This is an optimization exercise on Yosys and OpenROAD, whose aim is small area and a short achievable clock period, not a production implementation. At most, simulation tests tie the RTL to the original design; equivalence was not proved. No activity file was given, so power comes from the tool's default toggle rates.

== old ==
Design dfbridge, start of the top module:
module dfbridge (
    input  wire        clk,
    input  wire        rst,           
    input  wire        cmd_valid,
    input  wire [15:0] cmd,
    output wire        cmd_ready,
    output reg         rsp_valid,
    output reg  [15:0] rsp,
    input  wire        evt_valid,
    input  wire [15:0] evt,
    output reg         miso_valid,
    output reg  [7:0]  miso,
    output reg         utx_valid,
    output reg  [7:0]  utx,
    output reg         busy
);
    reg [7:0] mem0 [0:63];
    reg [7:0] mem1 [0:63];
    reg [6:0] head0, tail0, head1, tail1;     
    reg       wv0, wv1;               
    reg       byp0, byp1;             
    reg [7:0] wdat;                   
    reg [7:0] spi_rxd, spi_txd;
    reg       spi_rxavail, spi_txv, spi_reqpend;
    reg       spi_en, spi_rxie;              
    wire      spi_reqie = spi_rxie;
    reg [7:0] uart_rxd, uart_txd;
    reg       uart_rxavail, uart_fe_cur, uart_or_cur, uart_txfull;
    reg       uart_en, uart_rxie, uart_txrdy_ie;
    reg       gie;
    reg [2:0] clpc;
    reg [6:0] flg;
    reg [7:0] cnt [0:6];
    reg [6:0] cinc;                   
    wire [7:0] cnt_eff [0:6];
    genvar gc;
    generate
        for (gc = 0; gc < 7; gc = gc + 1) begin : ceff
            assign cnt_eff[gc] = (cinc[gc] && cnt[gc] != 8'hFF) ? inc8(cnt[gc]) : cnt[gc];
        end
    endgenerate
    function [7:0] inc8;
        input [7:0] a;
        integer k;
        reg c;
        begin
            c = 1'b1;
            for (k = 0; k < 8; k = k + 1) begin
                inc8[k] = a[k] ^ c;
                c = c & a[k];
            end
        end
    endfunction
  ...
clock: 10.0 ns
lec_check: 0
abc_area: 1
cap_margin: 20
core_margin: 2
core_utilization: 45
slew_margin: 20
standard.sh (not shown) runs the stock make flow with config.mk's settings and CLKGATE_MAP_FILE= SYNTH_SCRIPT=/design/flow/synth_recipe.tcl, a recipe that flattens the netlist after the stock synthesis.
==> flow/flow/run.sh <==
#!/bin/bash
set -euo pipefail
bash standard.sh SETUP_SLACK_MARGIN=6.7 \
  "CTS_ARGS=-sink_clustering_enable -repair_clock_nets -sink_clustering_size 16 -sink_clustering_max_diameter 60 -buf_list sky130_fd_sc_hd__clkbuf_8 -dont_use_dummy_load" \
  finish > flow_make.log 2>&1
Edits applied to the flow inputs when going from old to new:
-- flow/design.v --
<<< old, line 74
    wire       full0 = head0 == {~tail0[6], tail0[5:0]};
    wire       full1 = head1 == {~tail1[6], tail1[5:0]};
    wire [63:0] tsel0 = 64'd1 << tail0[5:0];
    wire [63:0] tsel1 = 64'd1 << tail1[5:0];
    reg  [7:0]  mrd0, mrd1;
    integer j;
    always @(*) begin
        mrd0 = 8'h00;
        mrd1 = 8'h00;
        for (j = 0; j < 64; j = j + 1) begin
            mrd0 = mrd0 | (mem0[j] & {8{tsel0[j]}});
            mrd1 = mrd1 | (mem1[j] & {8{tsel1[j]}});
        end
    end
    wire [7:0] rd0   = byp0 ? wdat : mrd0;
    wire [7:0] rd1   = byp1 ? wdat : mrd1;
>>> new, line 74
    wire       full0 = head0 == {~tail0[6], tail0[5:0]};
    wire       full1 = head1 == {~tail1[6], tail1[5:0]};
    wire [7:0] mrd0 = mem0[tail0[5:0]];
    wire [7:0] mrd1 = mem1[tail1[5:0]];
    wire [7:0] rd0   = byp0 ? wdat : mrd0;
    wire [7:0] rd1   = byp1 ? wdat : mrd1;
Findings:
Changes observed in new relative to old: leakage power figure increased 2.2%, buffer count excluding the clock tree in the final layout increased 10, quantity of gates resized following cts increased 21, worst hold slack essentially unchanged.
Power of old is on par with new.
new vs old: combinational power up by a few percent
The proportion of power drawn by combinational gates on old is in line with that on new.
Compared with old, new shows die extent in y that has gone down slightly.
new gives more slew at the pin closest to its max-slew limit than old did.
For old, only the layout was checked, not whether the RTL still works.

--- another note on this design; it stands on its own ---

## dfbridge
module dfbridge (
    input  wire        clk,
    input  wire        rst,           
    input  wire        cmd_valid,
    input  wire [15:0] cmd,
    output wire        cmd_ready,
    output reg         rsp_valid,
    output reg  [15:0] rsp,
    input  wire        evt_valid,
    input  wire [15:0] evt,
    output reg         miso_valid,
    output reg  [7:0]  miso,
    output reg         utx_valid,
    output reg  [7:0]  utx,
    output reg         busy
);
Settings: LEC_CHECK=0, ABC_AREA=1, CAP_MARGIN=20, CORE_MARGIN=2, CORE_UTILIZATION=45, CTS_BUF_LIST=sky130_fd_sc_hd__clkbuf_8, CTS_CLUSTER_DIAMETER=60, CTS_CLUSTER_SIZE=16, SLEW_MARGIN=20; clock period 10.0 ns.
standard.sh (not shown) runs the stock make flow with config.mk's settings and CLKGATE_MAP_FILE= SYNTH_SCRIPT=/design/flow/synth_recipe.tcl, a recipe that flattens the netlist after the stock synthesis.
==> flow/flow/run.sh <==
#!/bin/bash
set -euo pipefail
bash standard.sh SETUP_SLACK_MARGIN=6.8 finish > flow_make.log 2>&1
The baseline finished clean.
Change:
==> flow/flow/run.sh (replaced) <==
#!/bin/bash
set -euo pipefail
bash standard.sh SETUP_SLACK_MARGIN=6.9 \
  "CTS_ARGS=-sink_clustering_enable -repair_clock_nets -sink_clustering_size 16 -sink_clustering_max_diameter 60 -buf_list sky130_fd_sc_hd__clkbuf_8 -dont_use_dummy_load" \
  finish > flow_make.log 2>&1
--- a/flow/config.mk
+++ b/flow/config.mk
@@ -10,6 +10,3 @@
 export CORE_MARGIN = 2
 export CORE_UTILIZATION = 45
-export CTS_BUF_LIST = sky130_fd_sc_hd__clkbuf_8
-export CTS_CLUSTER_DIAMETER = 60
-export CTS_CLUSTER_SIZE = 16
 export SLEW_MARGIN = 20
After rerunning:
- The new run completed with no timing, DRC or antenna violations
- worst setup slack is worse by 0.018 ns
- sequential share of layout area decreases by 0.63 points
- global-route usage goes up by 0.20 points
- die area is unchanged
- utilization went up by 0.56 points
- sequential power hardly moves
- total power goes down by a few percent
- synthesized cell count is unchanged
- clock power falls by about a fifth

before:
Another version of the RTL of dfbridge (not shown whole).
Size: about 1200 flip-flops, roughly 73 I/O pins, about 52000 um^2 of cells after synthesis.
clock: 10.0 ns
lec_check: 0
abc_area: 1
cap_margin: 20
core_margin: 2
core_utilization: 45
slew_margin: 20
==> flow/flow/run.sh <==
#!/bin/bash
set -euo pipefail
bash standard.sh SETUP_SLACK_MARGIN=6.5 \
  "CTS_ARGS=-sink_clustering_enable -repair_clock_nets -sink_clustering_size 16 -sink_clustering_max_diameter 60 -buf_list sky130_fd_sc_hd__clkbuf_8 -dont_use_dummy_load" \
  finish > flow_make.log 2>&1
What after does differently from before at the input level:
==> flow/flow/run.sh <==
#!/bin/bash
set -euo pipefail
bash standard.sh SETUP_SLACK_MARGIN=6.6 \
  "CTS_ARGS=-sink_clustering_enable -repair_clock_nets -sink_clustering_size 16 -sink_clustering_max_diameter 60 -buf_list sky130_fd_sc_hd__clkbuf_8 -dont_use_dummy_load" \
  finish > flow_make.log 2>&1
[summary]
The shortest clock period the worst path allows after layout of after falls short of that of before by 0.12 ns. Of before and after, the lower growth of design area from synthesis to finish belongs to before. after vs. before: sequential cell area share went down by 0.48 points. Count of clock buffers in the final design in after is 3 below before. after improves on before in overall power. Between before and after, relative contribution of the clock network to total power is lower for after, before comes in above that. Total number of vias of after exceeds that of before slightly.

==> separate check: timing with driven ports <==
In the flow no input, the clock included, has a driving cell. The finished layouts below were timed again as built, in two steps.
Step 1: set_driving_cell puts a clkbuf_16 on clk and a buf_2 on each other input, an assumption about the parent block.
Step 2 moves the port delays by t, midway between the first and last clock arrival at a register: inputs arrive t later, outputs are due t later. That takes back most of the time a late clock gives input paths.
a / b / c = ideal ports / drivers / drivers and shift; a / b = the first two.
run | shift t [ns] | setup slack, ns | slew at the worst register clock pin (ns)
old | 0.852 | 6.645 / 6.572 / 5.846 | 0.11 / 0.11
new | 0.843 | 6.694 / 6.625 / 5.944 | 0.11 / 0.11
the first run of note 2 | 0.871 | 6.679 / 6.612 / 5.909 | 0.11 / 0.11
the second run of note 2 | 0.863 | 6.661 / 6.592 / 5.903 | 0.11 / 0.11
before | 0.858 | 6.524 / 6.486 / 5.744 | 0.10 / 0.10
after | 0.835 | 6.642 / 6.591 / 5.927 | 0.11 / 0.11
After both steps setup and hold are still met in every run listed. For old, which loses most, drivers alone change the setup slack by -0.073 ns; drivers and shift together by -0.799 ns.
